From an optimization exercise on the open Yosys and OpenROAD flow, aimed at a short achievable clock period and few clock cycles per item; shortcuts taken in it are not production practice.
In this exercise RTL edits were held to simulation tests only and were not proved equivalent to the original.
Power figures rest on the tool's default switching activity, not on a simulated workload.

==> inputs of job 7839 <==
Design rle_dec, start of the top module:
module rle_dec (
    input  wire        clk,
    input  wire        rst,          
    input  wire        start,        
    input  wire        clear,        
    input  wire [15:0] in_len,       
    output wire [13:0] mem_addr,     
    input  wire [31:0] mem_rdata,    
    output reg         out_valid,
    output reg  [31:0] out_data,
    output wire        busy,
    output wire        done,
    output wire        error,
    output reg  [3:0]  cause,
    output reg  [31:0] info,
    output reg  [31:0] num,
    output wire [20:0] hdr_cfg,      
    output reg  [18:0] pos,
    output reg  [20:0] fill
);
    localparam [31:0] MAX_SYMBOLS = 32'd1048576;
    localparam [3:0] C_OVER_READ    = 4'd1,
                     C_RUN_OVERFLOW = 4'd2,
                     C_OUT_CAPACITY = 4'd3;
    localparam TW = 84;              
    localparam [1:0] PM_IDLE = 2'd0, PM_HDR = 2'd1, PM_SETUP = 2'd2, PM_ITEM = 2'd3;
    reg        busy_q, done_q, error_q;
    reg        run;                      
    reg        acc_q;                    
    reg [15:0] d_len;
    wire       kill   = rst | clear;
    wire       accept = start & ~run & ~acc_q & ~kill;    
    wire       fin;                      
    reg        c_ok;
    assign busy  = busy_q;
    assign done  = done_q;
    assign error = error_q;
    always @(posedge clk) begin
        acc_q <= accept;
        if (accept) d_len <= in_len;
        if (kill) begin
            busy_q  <= 1'b0;
            done_q  <= 1'b0;
            error_q <= 1'b0;
        end else if (accept) begin
            busy_q  <= 1'b1;
            done_q  <= 1'b0;
            error_q <= 1'b0;
        end else if (fin) begin
            busy_q  <= 1'b0;
            done_q  <= c_ok;
            error_q <= ~c_ok;
        end
        run <= ~kill & (acc_q | (run & ~fin));
    end
    reg [13:0] faddr;        
    reg        req_q;        
    reg        rv_q;         
    reg        mqv;          
    reg [31:0] mq;
    reg [31:0] q0, q1, q2;
    reg [2:0]  qv;           
    wire       hv = qv[0];
    wire       qpop;         
    assign mem_addr = faddr;
    wire [2:0] inflight = {2'b00, qv[0]} + {2'b00, qv[1]} + {2'b00, qv[2]} +
                          {2'b00, mqv} + {2'b00, rv_q} + {2'b00, req_q};
  ...
export LEC_CHECK = 0
export CAP_MARGIN = 20
export CORE_MARGIN = 2
export CORE_UTILIZATION = 20
export PLACE_DENSITY = 0.3
export SLEW_MARGIN = 20
export TNS_END_PERCENT = 100
create_clock -name core_clock -period 10.0 [get_ports {clk}]
standard.sh (not shown) runs the stock make flow with config.mk's settings and CLKGATE_MAP_FILE= SYNTH_SCRIPT=/design/flow/synth_recipe.tcl, a recipe that flattens the netlist after the stock synthesis.
==> flow/flow/run.sh <==
#!/bin/bash
# The standard layout, with repair_timing aiming for more setup slack than the
# 10 ns clock needs, so that the layout is sized for a shorter period.
set -euo pipefail
bash standard.sh SETUP_SLACK_MARGIN=6.9 finish > standard.log 2>&1
==> job 9660: changes against job 7839 <==
--- a/flow/design.v
+++ b/flow/design.v
@@ -59,12 +59,13 @@
     reg        mqv;          
     reg [31:0] mq;
     reg [31:0] q0, q1, q2;
     reg [2:0]  qv;           
     wire       hv = qv[0];
     wire       qpop;         
+    wire       mq_taken;     
     assign mem_addr = faddr;
     wire [2:0] inflight = {2'b00, qv[0]} + {2'b00, qv[1]} + {2'b00, qv[2]} +
                           {2'b00, mqv} + {2'b00, rv_q} + {2'b00, req_q};
     wire       issue    = accept | acc_q | (run & (inflight < 3'd3));
     always @(posedge clk) begin
         mq   <= mem_rdata;
@@ -85,13 +86,13 @@
             {s2, s1, s0} = {32'd0, q2, q1};
             sv = {1'b0, qv[2:1]};
         end else begin
             {s2, s1, s0} = {q2, q1, q0};
             sv = qv;
         end
-        if (mqv) begin
+        if (mqv & ~mq_taken) begin
             if (!sv[0])      s0 = mq;
             else if (!sv[1]) s1 = mq;
             else             s2 = mq;
             sv = {sv[1:0], 1'b1};
         end
     end
@@ -152,15 +153,18 @@
             assign {svl[g], sw[g]} = {32'd0, win} << cn[g];
         end
     endgenerate
     wire space_ok = c_v ? ~ft[1] : ~ft[2];
     wire go       = run & (pm == PM_ITEM) & ~c_end & space_ok & okf;
     wire hgo      = run & (pm == PM_HDR) & hfit;
-    wire app      = run & ~go & ~hgo & hv & room;
-    assign qpop   = app;
-    wire [TW-1:0] wd     = {q0, {(TW-32){1'b0}}} >> vcnt;
+    wire hvx      = hv | mqv;
+    wire app      = run & ~go & ~hgo & hvx & room;
+    assign qpop   = app & hv;
+    assign mq_taken = app & ~hv;
+    wire [31:0] src = hv ? q0 : mq;
+    wire [TW-1:0] wd     = {src, {(TW-32){1'b0}}} >> vcnt;
     wire [3:0] sh    = {S == 2'd3, S == 2'd2, S == 2'd1, S == 2'd0};    
     wire [4:0] oh    = {lit, sh & {4{~lit}}};                            
     wire [4:0] ohg   = oh & {5{go}};
     wire [TW-1:0] win_h  = hgo ? (win << 53) : (app ? (win | wd) : win);
     wire [TW-1:0] win_n  = ({TW{ohg[0]}} & sw[0]) | ({TW{ohg[1]}} & sw[1]) |
                            ({TW{ohg[2]}} & sw[2]) | ({TW{ohg[3]}} & sw[3]) |
@@ -169,12 +173,18 @@
     wire [15:0] lx0 = lf >> lsh0;
     wire [15:0] lx1 = lf >> lsh1;
     wire [15:0] lx2 = lf >> lsh2;
     wire [15:0] lx3 = lf >> lsh3;
     wire [15:0] Lsel = ({16{sh[0]}} & lx0) | ({16{sh[1]}} & lx1) |
                        ({16{sh[2]}} & lx2) | ({16{sh[3]}} & lx3);
+    wire [15:0] lm0 = ~(16'h7fff >> irs0);
+    wire [15:0] lm1 = ~(16'h7fff >> irs1);
+    wire [15:0] lm2 = ~(16'h7fff >> irs2);
+    wire [15:0] lm3 = ~(16'h7fff >> irs3);
+    wire [3:0]  lnz = {|(lf & lm3), |(lf & lm2), |(lf & lm1), |(lf & lm0)};
+    wire        Lnz = |(lnz & sh);
     wire [31:0] item_val = (({32{oh[0]}} & svl[0]) | ({32{oh[1]}} & svl[1]) |
                             ({32{oh[2]}} & svl[2]) | ({32{oh[3]}} & svl[3]) |
                             ({32{oh[4]}} & svl[4])) & wmask;
     wire       rb_neg = rb[20];
     wire       rb_sm  = ~rb[20] & (rb[19:6] == 14'd0);
     wire [5:0] rbl    = rb[5:0];
@@ -220,17 +230,17 @@
         end else begin
             h_err = 1'b0; h_cause = 4'd0; h_pos = 19'd53; h_cfgn = 5'b11111;
         end
     end
     assign hdr_cfg = {rs3_m1, rs2_m1, rs1_m1, rs0_m1, ws_m1};
     wire       setup = run & (pm == PM_SETUP);
-    wire [5:0] n0_n = {2'b00, rs0_m1} + {1'b0, ws_m1} + 6'd5;
-    wire [5:0] n1_n = {2'b00, rs1_m1} + {1'b0, ws_m1} + 6'd5;
-    wire [5:0] n2_n = {2'b00, rs2_m1} + {1'b0, ws_m1} + 6'd5;
-    wire [5:0] n3_n = {2'b00, rs3_m1} + {1'b0, ws_m1} + 6'd5;
-    wire [5:0] nw_n = {1'b0, ws_m1} + 6'd1;
+    wire [5:0] n0_n = {2'b00, irs0} + {1'b0, iws} + 6'd5;
+    wire [5:0] n1_n = {2'b00, irs1} + {1'b0, iws} + 6'd5;
+    wire [5:0] n2_n = {2'b00, irs2} + {1'b0, iws} + 6'd5;
+    wire [5:0] n3_n = {2'b00, irs3} + {1'b0, iws} + 6'd5;
+    wire [5:0] nw_n = {1'b0, iws} + 6'd1;
     wire [5:0] h_nmax = {1'b0, h_ws} + 6'd20;
     wire [5:0] cnx [0:4];
     assign cnx[0] = n0_n; assign cnx[1] = n1_n; assign cnx[2] = n2_n;
     assign cnx[3] = n3_n; assign cnx[4] = nw_n;
     reg [18:0] p_n;
     reg [20:0] rb_n;
@@ -281,13 +291,12 @@
         okf  <= acc_q ? 1'b0 : okf_n;
         for (k = 0; k < 5; k = k + 1)
             dv[k] <= acc_q ? 8'h80 : dv_n[k];
         c_v  <= go;
         if (acc_q) begin
             pm     <= PM_HDR;
-            lit    <= 1'b0;
             ws_m1  <= 5'd0;
             rs0_m1 <= 4'd0; rs1_m1 <= 4'd0; rs2_m1 <= 4'd0; rs3_m1 <= 4'd0;
             num    <= 32'd0;
         end else if (hgo) begin
             pm  <= h_err ? PM_IDLE : PM_SETUP;
             num <= h_numok ? h_num : 32'd0;
@@ -295,32 +304,27 @@
             rs0_m1 <= h_cfgn[1] ? h_rs0 : 4'd0;
             rs1_m1 <= h_cfgn[2] ? h_rs1 : 4'd0;
             rs2_m1 <= h_cfgn[3] ? h_rs2 : 4'd0;
             rs3_m1 <= h_cfgn[4] ? h_rs3 : 4'd0;
             p   <= 19'd53;
             nmax <= h_nmax;
+            iws  <= h_ws;
+            irs0 <= h_rs0; irs1 <= h_rs1; irs2 <= h_rs2; irs3 <= h_rs3;
             rb  <= {2'b00, l8} - 21'd53;
         end else if (setup) begin
             pm <= PM_ITEM;
         end else if (run && c_end) begin
             pm <= PM_IDLE;
         end else if (go) begin
             p  <= p_n;
             rb <= rb_n;
-            if (!lit) begin
-                if (!F && Lsel != 16'd0) begin
-                    lit  <= 1'b1;
-                    lrem <= Lsel;
-                end
-            end else begin
-                lrem <= lrem - 16'd1;
-                if (lrem == 16'd1) lit <= 1'b0;
-            end
         end
-        iws  <= ws_m1;
-        irs0 <= rs0_m1; irs1 <= rs1_m1; irs2 <= rs2_m1; irs3 <= rs3_m1;
+        if (acc_q)   lit <= 1'b0;
+        else if (go) lit <= lit ? (lrem != 16'd1) : (~F & Lnz);
+        if (!lit)    lrem <= Lsel;
+        else if (go) lrem <= lrem - 16'd1;
         n0 <= n0_n; n1 <= n1_n; n2 <= n2_n; n3 <= n3_n;
         nw <= nw_n;
         c_grp <= ~lit;
         c_F   <= F;
         c_S   <= S;
         c_L   <= Lsel;
==> flow/config.mk (replaced) <==
export PLATFORM = sky130hd
export DESIGN_NAME = rle_dec
export DESIGN_NICKNAME = rle_dec
export VERILOG_FILES = /design/flow/design.v
export SDC_FILE = /design/flow/constraint.sdc
export NUM_CORES = 4
export LEC_CHECK = 0
export CAP_MARGIN = 20
export CORE_MARGIN = 2
export CORE_UTILIZATION = 25
export MIN_ROUTING_LAYER = met2
export PLACE_DENSITY = 0.35
export SLEW_MARGIN = 20
export TNS_END_PERCENT = 100
==> job 2448: changes against job 7839 <==
--- a/flow/design.v
+++ b/flow/design.v
@@ -59,12 +59,13 @@
     reg        mqv;          
     reg [31:0] mq;
     reg [31:0] q0, q1, q2;
     reg [2:0]  qv;           
     wire       hv = qv[0];
     wire       qpop;         
+    wire       mq_taken;     
     assign mem_addr = faddr;
     wire [2:0] inflight = {2'b00, qv[0]} + {2'b00, qv[1]} + {2'b00, qv[2]} +
                           {2'b00, mqv} + {2'b00, rv_q} + {2'b00, req_q};
     wire       issue    = accept | acc_q | (run & (inflight < 3'd3));
     always @(posedge clk) begin
         mq   <= mem_rdata;
@@ -85,13 +86,13 @@
             {s2, s1, s0} = {32'd0, q2, q1};
             sv = {1'b0, qv[2:1]};
         end else begin
             {s2, s1, s0} = {q2, q1, q0};
             sv = qv;
         end
-        if (mqv) begin
+        if (mqv & ~mq_taken) begin
             if (!sv[0])      s0 = mq;
             else if (!sv[1]) s1 = mq;
             else             s2 = mq;
             sv = {sv[1:0], 1'b1};
         end
     end
@@ -152,15 +153,18 @@
             assign {svl[g], sw[g]} = {32'd0, win} << cn[g];
         end
     endgenerate
     wire space_ok = c_v ? ~ft[1] : ~ft[2];
     wire go       = run & (pm == PM_ITEM) & ~c_end & space_ok & okf;
     wire hgo      = run & (pm == PM_HDR) & hfit;
-    wire app      = run & ~go & ~hgo & hv & room;
-    assign qpop   = app;
-    wire [TW-1:0] wd     = {q0, {(TW-32){1'b0}}} >> vcnt;
+    wire hvx      = hv | mqv;
+    wire app      = run & ~go & ~hgo & hvx & room;
+    assign qpop   = app & hv;
+    assign mq_taken = app & ~hv;
+    wire [31:0] src = hv ? q0 : mq;
+    wire [TW-1:0] wd     = {src, {(TW-32){1'b0}}} >> vcnt;
     wire [3:0] sh    = {S == 2'd3, S == 2'd2, S == 2'd1, S == 2'd0};    
     wire [4:0] oh    = {lit, sh & {4{~lit}}};                            
     wire [4:0] ohg   = oh & {5{go}};
     wire [TW-1:0] win_h  = hgo ? (win << 53) : (app ? (win | wd) : win);
     wire [TW-1:0] win_n  = ({TW{ohg[0]}} & sw[0]) | ({TW{ohg[1]}} & sw[1]) |
                            ({TW{ohg[2]}} & sw[2]) | ({TW{ohg[3]}} & sw[3]) |
@@ -169,12 +173,18 @@
     wire [15:0] lx0 = lf >> lsh0;
     wire [15:0] lx1 = lf >> lsh1;
     wire [15:0] lx2 = lf >> lsh2;
     wire [15:0] lx3 = lf >> lsh3;
     wire [15:0] Lsel = ({16{sh[0]}} & lx0) | ({16{sh[1]}} & lx1) |
                        ({16{sh[2]}} & lx2) | ({16{sh[3]}} & lx3);
+    wire [15:0] lm0 = ~(16'h7fff >> irs0);
+    wire [15:0] lm1 = ~(16'h7fff >> irs1);
+    wire [15:0] lm2 = ~(16'h7fff >> irs2);
+    wire [15:0] lm3 = ~(16'h7fff >> irs3);
+    wire [3:0]  lnz = {|(lf & lm3), |(lf & lm2), |(lf & lm1), |(lf & lm0)};
+    wire        Lnz = |(lnz & sh);
     wire [31:0] item_val = (({32{oh[0]}} & svl[0]) | ({32{oh[1]}} & svl[1]) |
                             ({32{oh[2]}} & svl[2]) | ({32{oh[3]}} & svl[3]) |
                             ({32{oh[4]}} & svl[4])) & wmask;
     wire       rb_neg = rb[20];
     wire       rb_sm  = ~rb[20] & (rb[19:6] == 14'd0);
     wire [5:0] rbl    = rb[5:0];
@@ -220,17 +230,17 @@
         end else begin
             h_err = 1'b0; h_cause = 4'd0; h_pos = 19'd53; h_cfgn = 5'b11111;
         end
     end
     assign hdr_cfg = {rs3_m1, rs2_m1, rs1_m1, rs0_m1, ws_m1};
     wire       setup = run & (pm == PM_SETUP);
-    wire [5:0] n0_n = {2'b00, rs0_m1} + {1'b0, ws_m1} + 6'd5;
-    wire [5:0] n1_n = {2'b00, rs1_m1} + {1'b0, ws_m1} + 6'd5;
-    wire [5:0] n2_n = {2'b00, rs2_m1} + {1'b0, ws_m1} + 6'd5;
-    wire [5:0] n3_n = {2'b00, rs3_m1} + {1'b0, ws_m1} + 6'd5;
-    wire [5:0] nw_n = {1'b0, ws_m1} + 6'd1;
+    wire [5:0] n0_n = {2'b00, irs0} + {1'b0, iws} + 6'd5;
+    wire [5:0] n1_n = {2'b00, irs1} + {1'b0, iws} + 6'd5;
+    wire [5:0] n2_n = {2'b00, irs2} + {1'b0, iws} + 6'd5;
+    wire [5:0] n3_n = {2'b00, irs3} + {1'b0, iws} + 6'd5;
+    wire [5:0] nw_n = {1'b0, iws} + 6'd1;
     wire [5:0] h_nmax = {1'b0, h_ws} + 6'd20;
     wire [5:0] cnx [0:4];
     assign cnx[0] = n0_n; assign cnx[1] = n1_n; assign cnx[2] = n2_n;
     assign cnx[3] = n3_n; assign cnx[4] = nw_n;
     reg [18:0] p_n;
     reg [20:0] rb_n;
@@ -281,13 +291,12 @@
         okf  <= acc_q ? 1'b0 : okf_n;
         for (k = 0; k < 5; k = k + 1)
             dv[k] <= acc_q ? 8'h80 : dv_n[k];
         c_v  <= go;
         if (acc_q) begin
             pm     <= PM_HDR;
-            lit    <= 1'b0;
             ws_m1  <= 5'd0;
             rs0_m1 <= 4'd0; rs1_m1 <= 4'd0; rs2_m1 <= 4'd0; rs3_m1 <= 4'd0;
             num    <= 32'd0;
         end else if (hgo) begin
             pm  <= h_err ? PM_IDLE : PM_SETUP;
             num <= h_numok ? h_num : 32'd0;
@@ -295,32 +304,27 @@
             rs0_m1 <= h_cfgn[1] ? h_rs0 : 4'd0;
             rs1_m1 <= h_cfgn[2] ? h_rs1 : 4'd0;
             rs2_m1 <= h_cfgn[3] ? h_rs2 : 4'd0;
             rs3_m1 <= h_cfgn[4] ? h_rs3 : 4'd0;
             p   <= 19'd53;
             nmax <= h_nmax;
+            iws  <= h_ws;
+            irs0 <= h_rs0; irs1 <= h_rs1; irs2 <= h_rs2; irs3 <= h_rs3;
             rb  <= {2'b00, l8} - 21'd53;
         end else if (setup) begin
             pm <= PM_ITEM;
         end else if (run && c_end) begin
             pm <= PM_IDLE;
         end else if (go) begin
             p  <= p_n;
             rb <= rb_n;
-            if (!lit) begin
-                if (!F && Lsel != 16'd0) begin
-                    lit  <= 1'b1;
-                    lrem <= Lsel;
-                end
-            end else begin
-                lrem <= lrem - 16'd1;
-                if (lrem == 16'd1) lit <= 1'b0;
-            end
         end
-        iws  <= ws_m1;
-        irs0 <= rs0_m1; irs1 <= rs1_m1; irs2 <= rs2_m1; irs3 <= rs3_m1;
+        if (acc_q)   lit <= 1'b0;
+        else if (go) lit <= lit ? (lrem != 16'd1) : (~F & Lnz);
+        if (!lit)    lrem <= Lsel;
+        else if (go) lrem <= lrem - 16'd1;
         n0 <= n0_n; n1 <= n1_n; n2 <= n2_n; n3 <= n3_n;
         nw <= nw_n;
         c_grp <= ~lit;
         c_F   <= F;
         c_S   <= S;
         c_L   <= Lsel;
==> comparison table <==
item	job 2448	job 7839	job 9660
Synthesized-area fraction occupied by ao, oa, aoi and oai cells	20.70%	20.29%	20.70%
Number of buffers added by the clock tree synthesis step	156	152	145
Instance area after placement	100600 sq um	100000 sq um	99690 sq um
Worst clock skew	0.1022 ns	0.08060 ns	-
Total number of clock tree sinks	1018	1020	1018
Worst path max stage delay	0.45 ns	0.35 ns	-
Required time of the critical path	8.00 ns	8.00 ns	-
Depth of the worst register-to-register path	12	10	-
Horizontal die dimension	676.4 um	673.9 um	605.4 um
Max Freq	283.6 MHz	281.3 MHz	-
Post-layout minimum cycle time	3.526 ns	3.555 ns	-
Reg2Reg Capture Point	win[61]$_SDFF_PP0_	lrem[10]$_DFFE_PP_	-
Switching fraction of total power	33.04%	36.70%	-
Mapped cell area	90430 sq um	89740 sq um	90430 sq um
Startpoint of the lowest-slack register-to-register path	n0[0]$_DFF_P_	win[76]$_SDFF_PP0_	-
Result of the run	no timing/DRC/antenna violations	no timing/DRC/antenna violations	did not finish
Last stage reached	-	-	global routing
Termination of the worst setup path	hdr_cfg[5]	hdr_cfg[2]	-
Relative slew slack	13.50%	18.13%	-
Testbench counts of job 7839, summed over its fixed seeds: cycles 305,690, symbols 302,885.
Testbench counts of job 9660, summed over its fixed seeds: cycles 305,450, symbols 302,885.
Testbench counts of job 2448, summed over its fixed seeds: cycles 305,450, symbols 302,885.

## re-timing with driven ports
In the flow no input, the clock included, has a driving cell. The finished layouts below were timed again as built, in two steps. Step 1, drivers: a clkbuf_16 drives clk and a buf_2 each remaining input, both assumed. Step 2 adds t to the input delays and takes it off the output delays; t is the mean of the earliest and latest rising clock arrival at the registers after step 1. Input paths then give back, and output paths get back, about the clock's delay inside the block. Three values: ideal ports, drivers, drivers and shift; two values: the first two.
run | t (ns) | setup slack, ns | hold WS [ns] | latest minus earliest clock arrival (ns) | worst slew at a driven data input, ns
job 7839 | 1.030 | 6.445 / 6.336 / 6.457 | 0.403 / 0.403 / 0.403 | 0.083 / 0.083 | 0.05
job 2448 | 1.027 | 6.474 / 6.373 / 6.263 | 0.392 / 0.392 / 0.392 | 0.103 / 0.103 | 0.05
After both steps every run listed still meets setup and hold. The setup slack of job 2448, which loses most, moves by -0.101 ns with the drivers and by -0.211 ns with both steps.
